This design comes from an exercise in tuning for small area, a short achievable clock period and few clock cycles on the open sky130 flow, not from production work.
In this exercise RTL edits were held to simulation tests only and were not proved equivalent to the original.
Power is estimated from default activity; no workload was simulated.

==> design.v <==
module rledec (
    input  wire        clk,
    input  wire        rst,           
    input  wire        reg_we,
    input  wire [7:0]  reg_addr,      
    input  wire [31:0] reg_wdata,
    output reg  [31:0] reg_rdata,
    output wire        irq,
    output wire        src_req,
    output wire [11:0] src_addr,
    input  wire        src_ack,
    input  wire [7:0]  src_rdata,
    output wire        fb_req,
    output wire [11:0] fb_addr,
    output wire [7:0]  fb_wdata,
    input  wire        fb_ack
);
    localparam [31:0] SRC_BYTES = 32'd4096;
    localparam [31:0] FB_BYTES  = 32'd4096;
    localparam [3:0] OP_NOP = 4'h0, OP_RLE4 = 4'h1, OP_RLE5 = 4'h2, OP_NIBBLE = 4'h3,
                     OP_RAW = 4'h4, OP_CLEAR = 4'h5, OP_ABORT = 4'h6;
    localparam [3:0] M_NONE = 4'd0, M_RLE4 = 4'd1, M_RLE5 = 4'd2, M_NIBBLE = 4'd3,
                     M_RAW = 4'd4, M_CLEAR = 4'd5;
    localparam [3:0] C_NONE = 4'd0, C_MAXPIX = 4'd1, C_DATALEN = 4'd2, C_INPUT_END = 4'd3,
                     C_ABORTED = 4'd4, C_DST_RANGE = 4'd5, C_CLEARED = 4'd6;
    localparam [3:0] E_BAD_CMD = 4'd1, E_BUSY_CMD = 4'd2, E_BAD_CFG = 4'd3, E_DST_RANGE = 4'd4;
    localparam [2:0] R_REPEAT = 3'd0, R_REP_COLOR = 3'd1, R_MULTI = 3'd2, R_RUN = 3'd3,
                     R_RUN_DATA = 3'd4;
    localparam [2:0] S_IDLE = 3'd0, S_STEP = 3'd1, S_FETCH = 3'd2, S_SYM = 3'd3,
                     S_PIX = 3'd4, S_CLEAR = 3'd5;
    reg        irq_en;
    reg        busy, done, err;
    reg [3:0]  cause, errcode;
    reg [31:0] src_ptr, src_limit, datalen, maxpix, pixcount;
    reg [31:0] dst_base, frame_stride, frame_index, padding, line_width;
    reg [31:0] dst_ptr, linecount, count, repcount;
    reg [2:0]  stage, record, avail;
    reg [7:0]  acc;
    reg [3:0]  mode;
    reg [7:0]  auxpal [0:31];
    reg [2:0]  seq;
    reg [4:0]  sym;         
    reg [7:0]  pix_val;     
    reg [31:0] pix_left;    
    reg [3:0]  low_nib;     
    reg        nib_first;   
    reg [11:0] clr_addr;
    wire [2:0] bits = (mode == M_RLE5) ? 3'd5 : 3'd4;
    assign irq      = irq_en & (done | err);
    assign src_req  = (seq == S_FETCH);
    assign src_addr = src_ptr[11:0];
    assign fb_req   = (seq == S_CLEAR) | ((seq == S_PIX) && (dst_ptr < FB_BYTES));
    assign fb_addr  = (seq == S_CLEAR) ? clr_addr : dst_ptr[11:0];
    assign fb_wdata = (seq == S_CLEAR) ? 8'h00 : pix_val;
    always @(*) begin
        reg_rdata = 32'd0;
        if (reg_addr[7]) begin
            reg_rdata = {24'd0, auxpal[reg_addr[6:2]]};
        end else begin
            case (reg_addr[6:2])
                5'h01: reg_rdata = {31'd0, irq_en};
                5'h02: reg_rdata = {20'd0, errcode, cause, 1'b0, err, done, busy};
                5'h03: reg_rdata = src_ptr;
                5'h04: reg_rdata = src_limit;
                5'h05: reg_rdata = datalen;
                5'h06: reg_rdata = maxpix;
                5'h07: reg_rdata = pixcount;
                5'h08: reg_rdata = dst_base;
                5'h09: reg_rdata = frame_stride;
                5'h0A: reg_rdata = frame_index;
                5'h0B: reg_rdata = padding;
                5'h0C: reg_rdata = line_width;
                5'h0D: reg_rdata = dst_ptr;
                5'h0E: reg_rdata = linecount;
                5'h0F: reg_rdata = {4'd0, mode, acc, 5'd0, avail, 1'b0, record, 1'b0, stage};
                5'h10: reg_rdata = count;
                5'h11: reg_rdata = repcount;
                default: reg_rdata = 32'd0;
            endcase
        end
    end
    wire [4:0] acc_sym  = (bits == 3'd5) ? acc[7:3] : {1'b0, acc[7:4]};
    wire [2:0] need     = bits - avail;
    wire [4:0]  top_hi  = (avail == 3'd0) ? 5'd0 : (acc >> (8 - avail));
    wire [4:0] byte_sym = (top_hi << need) | (src_rdata >> (8 - need));
    wire [31:0] lc_inc   = linecount + 32'd1;
    wire        line_end = (padding != 32'd0) && (lc_inc >= line_width);
    reg [31:0] cs_count;
    reg [2:0]  cs_stage;
    always @(*) begin
        cs_count = count;
        cs_stage = stage;
        case (stage)
            3'd0: if (sym == 5'd0) cs_stage = 3'd1;
                  else begin cs_count = {27'd0, sym}; cs_stage = 3'd6; end
            3'd1: begin cs_count = {27'd0, sym}; cs_stage = 3'd2; end
            3'd2: begin
                cs_count = (count << 4) | {27'd0, sym};
                cs_stage = (cs_count == 32'd0) ? 3'd3 : 3'd6;
            end
            3'd3: begin cs_count = (count << 4) | {27'd0, sym}; cs_stage = 3'd4; end
            3'd4: begin cs_count = (count << 4) | {27'd0, sym}; cs_stage = 3'd5; end
            3'd5: begin cs_count = (count << 4) | {27'd0, sym}; cs_stage = 3'd6; end
            default: ;
        endcase
    end
    integer i;
    always @(posedge clk) begin
        if (rst) begin
            irq_en <= 1'b0;
            busy <= 1'b0; done <= 1'b0; err <= 1'b0;
            cause <= C_NONE; errcode <= 4'd0;
            src_ptr <= 32'd0; src_limit <= 32'd0; datalen <= 32'd0; maxpix <= 32'd0;
            pixcount <= 32'd0; dst_base <= 32'd0; frame_stride <= 32'd0; frame_index <= 32'd0;
            padding <= 32'd0; line_width <= 32'd0; dst_ptr <= 32'd0; linecount <= 32'd0;
            count <= 32'd0; repcount <= 32'd0;
            stage <= 3'd0; record <= R_REPEAT; avail <= 3'd0; acc <= 8'd0; mode <= M_NONE;
            seq <= S_IDLE;
            sym <= 5'd0; pix_val <= 8'd0; pix_left <= 32'd0; low_nib <= 4'd0;
            nib_first <= 1'b0; clr_addr <= 12'd0;
        end else begin
            case (seq)
                S_STEP: begin
                    if (pixcount >= maxpix) begin
                        busy <= 1'b0; done <= 1'b1; cause <= C_MAXPIX; seq <= S_IDLE;
                    end else if ((mode != M_NIBBLE) && (datalen == 32'd0)) begin
                        busy <= 1'b0; done <= 1'b1; cause <= C_DATALEN; seq <= S_IDLE;
                    end else if ((mode == M_RLE4 || mode == M_RLE5) && (avail >= bits)) begin
                        sym   <= acc_sym;
                        acc   <= acc << bits;
                        avail <= avail - bits;
                        seq   <= S_SYM;
                    end else if (src_ptr >= src_limit) begin
                        busy <= 1'b0; done <= 1'b1; cause <= C_INPUT_END; seq <= S_IDLE;
                    end else begin
                        seq <= S_FETCH;
                    end
                end
                S_FETCH: if (src_ack) begin
                    src_ptr <= src_ptr + 32'd1;
                    case (mode)
                        M_NIBBLE: begin
                            pix_val   <= auxpal[{1'b0, src_rdata[7:4]}];
                            low_nib   <= src_rdata[3:0];
                            nib_first <= 1'b1;
                            seq       <= S_PIX;
                        end
                        M_RAW: begin
                            datalen <= datalen - 32'd1;
                            pix_val <= src_rdata;
                            seq     <= S_PIX;
                        end
                        default: begin
                            sym   <= byte_sym;
                            acc   <= src_rdata << need;
                            avail <= 3'd0 - need;    
                            seq   <= S_SYM;
                        end
                    endcase
                end
                S_SYM: begin
                    datalen <= datalen - 32'd1;
                    seq     <= S_STEP;
                    if (stage != 3'd6) begin
                        count <= cs_count;
                        stage <= cs_stage;
                        if (cs_stage == 3'd6) begin
                            case (record)
                                R_REPEAT: begin
                                    if (cs_count == 32'd1) begin
                                        record <= R_RUN; stage <= 3'd0;
                                    end else if (cs_count == 32'd2) begin
                                        record <= R_MULTI; stage <= 3'd0;
                                    end else begin
                                        record <= R_REP_COLOR;
                                    end
                                end
                                R_MULTI: begin
                                    stage <= 3'd0;
                                    if (cs_count == 32'd0) begin
                                        repcount <= 32'd0; record <= R_RUN;
                                    end else begin
                                        repcount <= cs_count - 32'd1; record <= R_REPEAT;
                                    end
                                end
                                R_RUN: begin
                                    if (cs_count == 32'd0) begin
                                        record <= R_REPEAT; stage <= 3'd0;
                                    end else begin
                                        record <= R_RUN_DATA;
                                    end
                                end
                                default: ;
                            endcase
                        end
                    end else if (record == R_REP_COLOR) begin
                        pix_val  <= auxpal[sym];
                        pix_left <= count;
                        if (count == 32'd0) begin
                            stage <= 3'd0;
                            if (repcount == 32'd0) record <= R_RUN;
                            else begin repcount <= repcount - 32'd1; record <= R_REPEAT; end
                        end else begin
                            seq <= S_PIX;
                        end
                    end else begin  
                        pix_val <= auxpal[sym];
                        seq     <= S_PIX;
                    end
                end
                S_PIX: begin
                    if (dst_ptr >= FB_BYTES) begin
                        busy <= 1'b0; done <= 1'b1; cause <= C_DST_RANGE;
                        err <= 1'b1; errcode <= E_DST_RANGE;
                        seq <= S_IDLE;
                    end else if (fb_ack) begin
                        pixcount <= pixcount + 32'd1;
                        if (line_end) begin
                            linecount <= 32'd0;
                            dst_ptr   <= dst_ptr + 32'd1 + padding;
                        end else begin
                            if (padding != 32'd0) linecount <= lc_inc;
                            dst_ptr <= dst_ptr + 32'd1;
                        end
                        case (mode)
                            M_NIBBLE: begin
                                nib_first <= 1'b0;
                                if (nib_first && (pixcount + 32'd1 < maxpix))
                                    pix_val <= auxpal[{1'b0, low_nib}];
                                else
                                    seq <= S_STEP;
                            end
                            M_RAW: seq <= S_STEP;
                            default: begin
                                if (record == R_REP_COLOR) begin
                                    pix_left <= pix_left - 32'd1;
                                    if ((pix_left == 32'd1) || (pixcount + 32'd1 >= maxpix)) begin
                                        stage <= 3'd0;
                                        if (repcount == 32'd0) record <= R_RUN;
                                        else begin
                                            repcount <= repcount - 32'd1;
                                            record   <= R_REPEAT;
                                        end
                                        seq <= S_STEP;
                                    end
                                end else begin  
                                    count <= count - 32'd1;
                                    if (count == 32'd1) begin
                                        record <= R_REPEAT; stage <= 3'd0;
                                    end
                                    seq <= S_STEP;
                                end
                            end
                        endcase
                    end
                end
                S_CLEAR: if (fb_ack) begin
                    clr_addr <= clr_addr + 12'd1;
                    if (clr_addr == 12'hFFF) begin
                        busy <= 1'b0; done <= 1'b1; cause <= C_CLEARED; seq <= S_IDLE;
                    end
                end
                default: ;
            endcase
            if (reg_we && reg_addr[7]) begin
                if (!busy) auxpal[reg_addr[6:2]] <= reg_wdata[7:0];
            end else if (reg_we && !reg_addr[7]) begin
                case (reg_addr[6:2])
                    5'h00: begin  
                        if (reg_wdata[3:0] >= 4'h7) begin
                            err <= 1'b1; errcode <= E_BAD_CMD;
                        end else if (reg_wdata[3:0] == OP_ABORT) begin
                            if (busy) begin
                                busy <= 1'b0; done <= 1'b1; cause <= C_ABORTED; seq <= S_IDLE;
                            end
                        end else if (reg_wdata[3:0] != OP_NOP) begin
                            if (busy) begin
                                err <= 1'b1; errcode <= E_BUSY_CMD;
                            end else if (reg_wdata[3:0] == OP_CLEAR) begin
                                mode <= M_CLEAR; done <= 1'b0; cause <= C_NONE; busy <= 1'b1;
                                clr_addr <= 12'd0;
                                seq <= S_CLEAR;
                            end else if (src_limit > SRC_BYTES) begin
                                err <= 1'b1; errcode <= E_BAD_CFG;
                            end else begin
                                case (reg_wdata[3:0])
                                    OP_RLE4: mode <= M_RLE4;
                                    OP_RLE5: mode <= M_RLE5;
                                    OP_NIBBLE: mode <= M_NIBBLE;
                                    default: mode <= M_RAW;
                                endcase
                                stage <= 3'd0; record <= R_REPEAT;
                                count <= 32'd0; repcount <= 32'd0;
                                avail <= 3'd0; acc <= 8'd0;
                                dst_ptr <= dst_base + frame_index * frame_stride;
                                linecount <= 32'd0; pixcount <= 32'd0;
                                done <= 1'b0; cause <= C_NONE; busy <= 1'b1;
                                seq <= S_STEP;
                            end
                        end
                    end
                    5'h01: irq_en <= reg_wdata[0];
                    5'h02: begin  
                        if (reg_wdata[1]) done <= 1'b0;
                        if (reg_wdata[2]) begin err <= 1'b0; errcode <= 4'd0; end
                    end
                    5'h03: if (!busy) src_ptr <= reg_wdata;
                    5'h04: if (!busy) src_limit <= reg_wdata;
                    5'h05: if (!busy) datalen <= reg_wdata;
                    5'h06: if (!busy) maxpix <= reg_wdata;
                    5'h08: if (!busy) dst_base <= reg_wdata;
                    5'h09: if (!busy) frame_stride <= reg_wdata;
                    5'h0A: if (!busy) frame_index <= reg_wdata;
                    5'h0B: if (!busy) padding <= reg_wdata;
                    5'h0C: if (!busy) line_width <= reg_wdata;
                    default: ;
                endcase
            end
        end
    end
endmodule
==> run.sh <==
#!/bin/bash
# synth_recipe.tcl (not shown) runs the flow's synth.tcl, then flattens the netlist and writes it again
# the make line also repeats each setting of config.mk as NAME=value (left out here)
make -C /OpenROAD-flow-scripts/flow DESIGN_CONFIG=/design/flow/config.mk WORK_HOME=/design/flow/orfs CLKGATE_MAP_FILE= SYNTH_SCRIPT=/design/flow/synth_recipe.tcl finish
==> config.mk <==
export PLATFORM = sky130hd
export DESIGN_NAME = rledec
export DESIGN_NICKNAME = rledec
export VERILOG_FILES = /design/flow/design.v
export SDC_FILE = /design/flow/constraint.sdc
export NUM_CORES = 4
export LEC_CHECK = 0
export CAP_MARGIN = 20
export CORE_MARGIN = 2
export CORE_UTILIZATION = 40
export SLEW_MARGIN = 20
==> constraint.sdc <==
create_clock -name core_clock -period 12.0 [get_ports {clk}]
set_input_delay 2.4000 -clock core_clock [delete_from_list [all_inputs] [get_ports {clk}]]
set_output_delay 2.4000 -clock core_clock [all_outputs]
set_load 0.01 [all_outputs]
==> results.json <==
{
  "dp_cells": 9583,
  "critPathMaxStageDelay_ps": 1020,
  "final_cells": 9761,
  "slowest_stage": "nor2_4",
  "clk_pin_slew_ps": 60,
  "worstPathMaxFanout": 33,
  "period_minus_slack_ps": 9340,
  "cts_hold_buf": 0,
  "worstHoldPathType": "reg2reg",
  "portBuffers": 117,
  "cts_max_level": 3,
  "nets": 8260,
  "stdcell_area_um2": 74500,
  "antenna_found_initial": 21,
  "syn_area_per_cell_um2": 8.88,
  "dpl_cell_area_um2": 71100,
  "cts_max_path_buffers": 3,
  "ys_async_sr_fraction_pct": 0,
  "ys_ff_latch": 810,
  "areaGrowthSynthToFinish_pct": 9.24,
  "viasPerCell": 6.19,
  "utilization_pct": 44.0,
  "die_w_um": 417,
  "r2r-end": "dst_ptr[30]",
  "die_area_um2": 174000,
  "drtPass1Iterations": 7,
  "outcome": "finished clean",
  "min_period_over_period_pct": 77.9,
  "synth_common_cells": "1053 x nand2_1, 647 x inv_1, 554 x dfxtp_1",
  "drtAntennaViolNets": 0,
  "ys_types": 101,
  "cts_tree": "built",
  "max_freq_mhz": 107,
  "worst_pin_slew_ps": 1270,
  "cp.required_ps": 9600,
  "maxCapViolations": 0,
  "overflow": 0,
  "netlist_area_um2": 68200,
  "numCtsBuffers": 92,
  "fin_hold_ws_ps": 457,
  "startpoint": "reg_addr[6]",
  "syn-num-nets": 8487,
  "final.setup.tns_ps": 0,
  "drive_above_1_share_pct": 8.79,
  "leakage_uw": 0.0282,
  "ios": 120,
  "post-synth-top-area-cell": "dfxtp_1",
  "initial_core_util_pct": 40.3,
  "p_per_area_nw_per_um2": 117,
  "worst_setup_path_end_kind": "output port",
  "setup_viol": 0,
  "synth-seq-area-share_pct": 27.5,
  "cts_resized": 0,
  "routed-via-count": 60400,
  "drt_iter0_drc": 7640,
  "ff2ff_path_depth": 22,
  "synthCells": 7686,
  "hold_viol_final": 0,
  "fp.dieH_um": 417,
  "synth.most_common_cell": "nand2_1",
  "regToRegStartpoint": "frame_index[14]",
  "grt_pass1_wl_um": 393000,
  "reg2reg_slack_ps": 3950,
  "ys_warn_count": 1,
  "drv_slew": 0,
  "cts_root_buf": "clkbuf_16",
  "relSlewSlack_pct": 15.1,
  "grt_usage_pct": 30.2,
  "cp_data_arrival_time_ps": 6940,
  "clk_latency_ps": 760,
  "rows": 151,
  "avgRoutedWirePerCell_um": 27.4,
  "grt_pass1_vias": 58500,
  "setup.worst_path.end": "reg_rdata[10]",
  "synth_area_leaders": "dfxtp_1 16%, fa_1 13%, edfxtp_1 11%, mux4_2 7.7%, nand2_1 5.8%",
  "cp_cell_sequence": "clkdlybuf4s50_1 > or3b_2 > nor2_4 > a221oi_1 > and3_1 > a31oi_1 > clkdlybuf4s50_1",
  "crit_top_cell": "clkdlybuf4s50_1",
  "cts_setup_buffers": 0,
  "core-area_um2": 169000,
  "cts.sinks": 810,
  "synth_edf_count": 256,
  "hpwl_um": 195000,
  "startpoint_type": "primary input",
  "drt-total-wl_um": 267000,
  "clock_skew_ps": 66.1,
  "ys.flop_type": "dfxtp_1",
  "ir_drop_uv": 135,
  "rsz0062_at_grt": "false",
  "synth_top_area_share_pct": 16.3,
  "worstSetupPathType": "in2out",
  "drc": 0,
  "globalplace.congestion": 0.981,
  "hold_depth": 2,
  "grt_max_degree": 193
}
-- kinds of logic (layout without fill, tap and decap cells) --
group,count (synthesis),after routing,share of synthesized area [%]
flip-flops,810,810,27.5
multiplexers,305,305,8.77
XOR/XNOR,326,326,4.19
adder cells (fa/ha/maj),748,748,18.6
buffers and inverters,1231,1077,6.93
AND/OR/NAND/NOR,2659,2659,18.6
other,0,11,0
AO/OA/AOI/OAI,1607,1607,15.4
-- report_power, final --
group          leakage [µW]  internal (µW)  total (µW)  switching, µW
clock               0.00160           1850        3180           1330
combinational        0.0198            820        2440           1620
sequential          0.00677           2890        3130            240
total                0.0282           5560        8750           3190
-- state kept, by name, indices dropped and copies added (netlist names), 4 cells and up, named ones only --
signal        count
pix_val           8
linecount        32
padding          32
maxpix           32
sym               5
clr_addr         12
dst_base         32
errcode           4
src_limit        32
cause             4
repcount         32
pixcount         32
src_ptr          32
acc               8
auxpal          256
frame_stride     32
frame_index      32
pix_left         32
datalen          32
dst_ptr          32
line_width       32
count            32
low_nib           4
-- critical path, delay by kind of cell --
family,cells,cell delay [ps]
buf+inv,2,1420
compound gates,2,960
simple gates,3,2100
-- worst min-delay path by stage --
stage | from | to
final | low_nib[0] | flop
after global routing | low_nib[0] | flop
after CTS | low_nib[0] | flop
after detailed placement | low_nib[0] | flop
after global placement | low_nib[3] | flop
after floorplan | errcode[3] | errcode[3]
-- cells in the final DEF (no fill, tap or decap), types with 30 or more instances in the layout --
master	n
nand2_1	1050
inv_1	647
dfxtp_1	546
a21oi_1	511
nor2_1	450
fa_1	439
and2_1	347
ha_1	309
edfxtp_1	256
o21ai_0	245
mux4_2	232
xnor2_1	200
nand3_1	161
a22oi_1	154
buf_4	146
nor3_1	127
xor2_1	126
a211oi_1	117
clkdlybuf4s50_1	105
a221oi_1	100
nand4_1	95
clkbuf_16	93
and3_1	78
a31oi_1	75
nor4_1	71
a21o_1	70
a22o_1	69
mux2i_1	53
or3_1	51
nor2b_1	35
o22ai_1	30
-- through the flow --
stage               worst slack (ps)  total power, µW
floorplan                       4790             4740
global placement                2920             5530
detailed placement              2880             5540
CTS                             2850             8690
global route                    2810             9020
finish                          2660             8750
-- routing by layer --
| layer | vias up | global-route usage [%] | routed length [µm] |
|---|---|---|---|
| li1 | 26500 | - | - |
| met1 | 30100 | 41.3 | 109000 |
| met2 | 3280 | 46.6 | 117000 |
| met3 | 570 | 5.13 | 25900 |
| met4 | 22 | 14.3 | 14000 |
| met5 | - | 0 | 154 |
-- final cells by class --
cell class | count | area [µm²]
well taps | 2218 | 2780
diodes | 11 | 27.5
fillers | 16400 | 95000
inverters | 647 | 2430
clock buffers | 113 | 2470
flip-flops and latches | 810 | 18800
multi-input cells | 5645 | 44900
clock inverters | 54 | 850
repair buffers | 263 | 2250
Testbench counts, summed over its fixed seeds: cycles 237,830.

afterwards: timing with drivers on the ports:
The flow's constraints put no driver on any port. The routed layout listed below was extracted and timed again, unchanged, in two steps. Step 1, drivers: a clkbuf_16 drives clk and a buf_2 each remaining input, both assumed. Step 2 times the ports against the registers' clock, not the clock port: input delays grow and output delays shrink by t, the midpoint of the rising clock arrivals with the driver on. Three values: ideal, step 1, step 2; two values: the first two.
shift t [ns]: 0.810
slack for setup (ns): 2.656 / 2.633 / 2.633
worst setup path at the end: input to output
After both steps setup and hold are still met in this run. For this run, drivers alone change the setup slack by -0.023 ns; drivers and shift together by -0.023 ns.
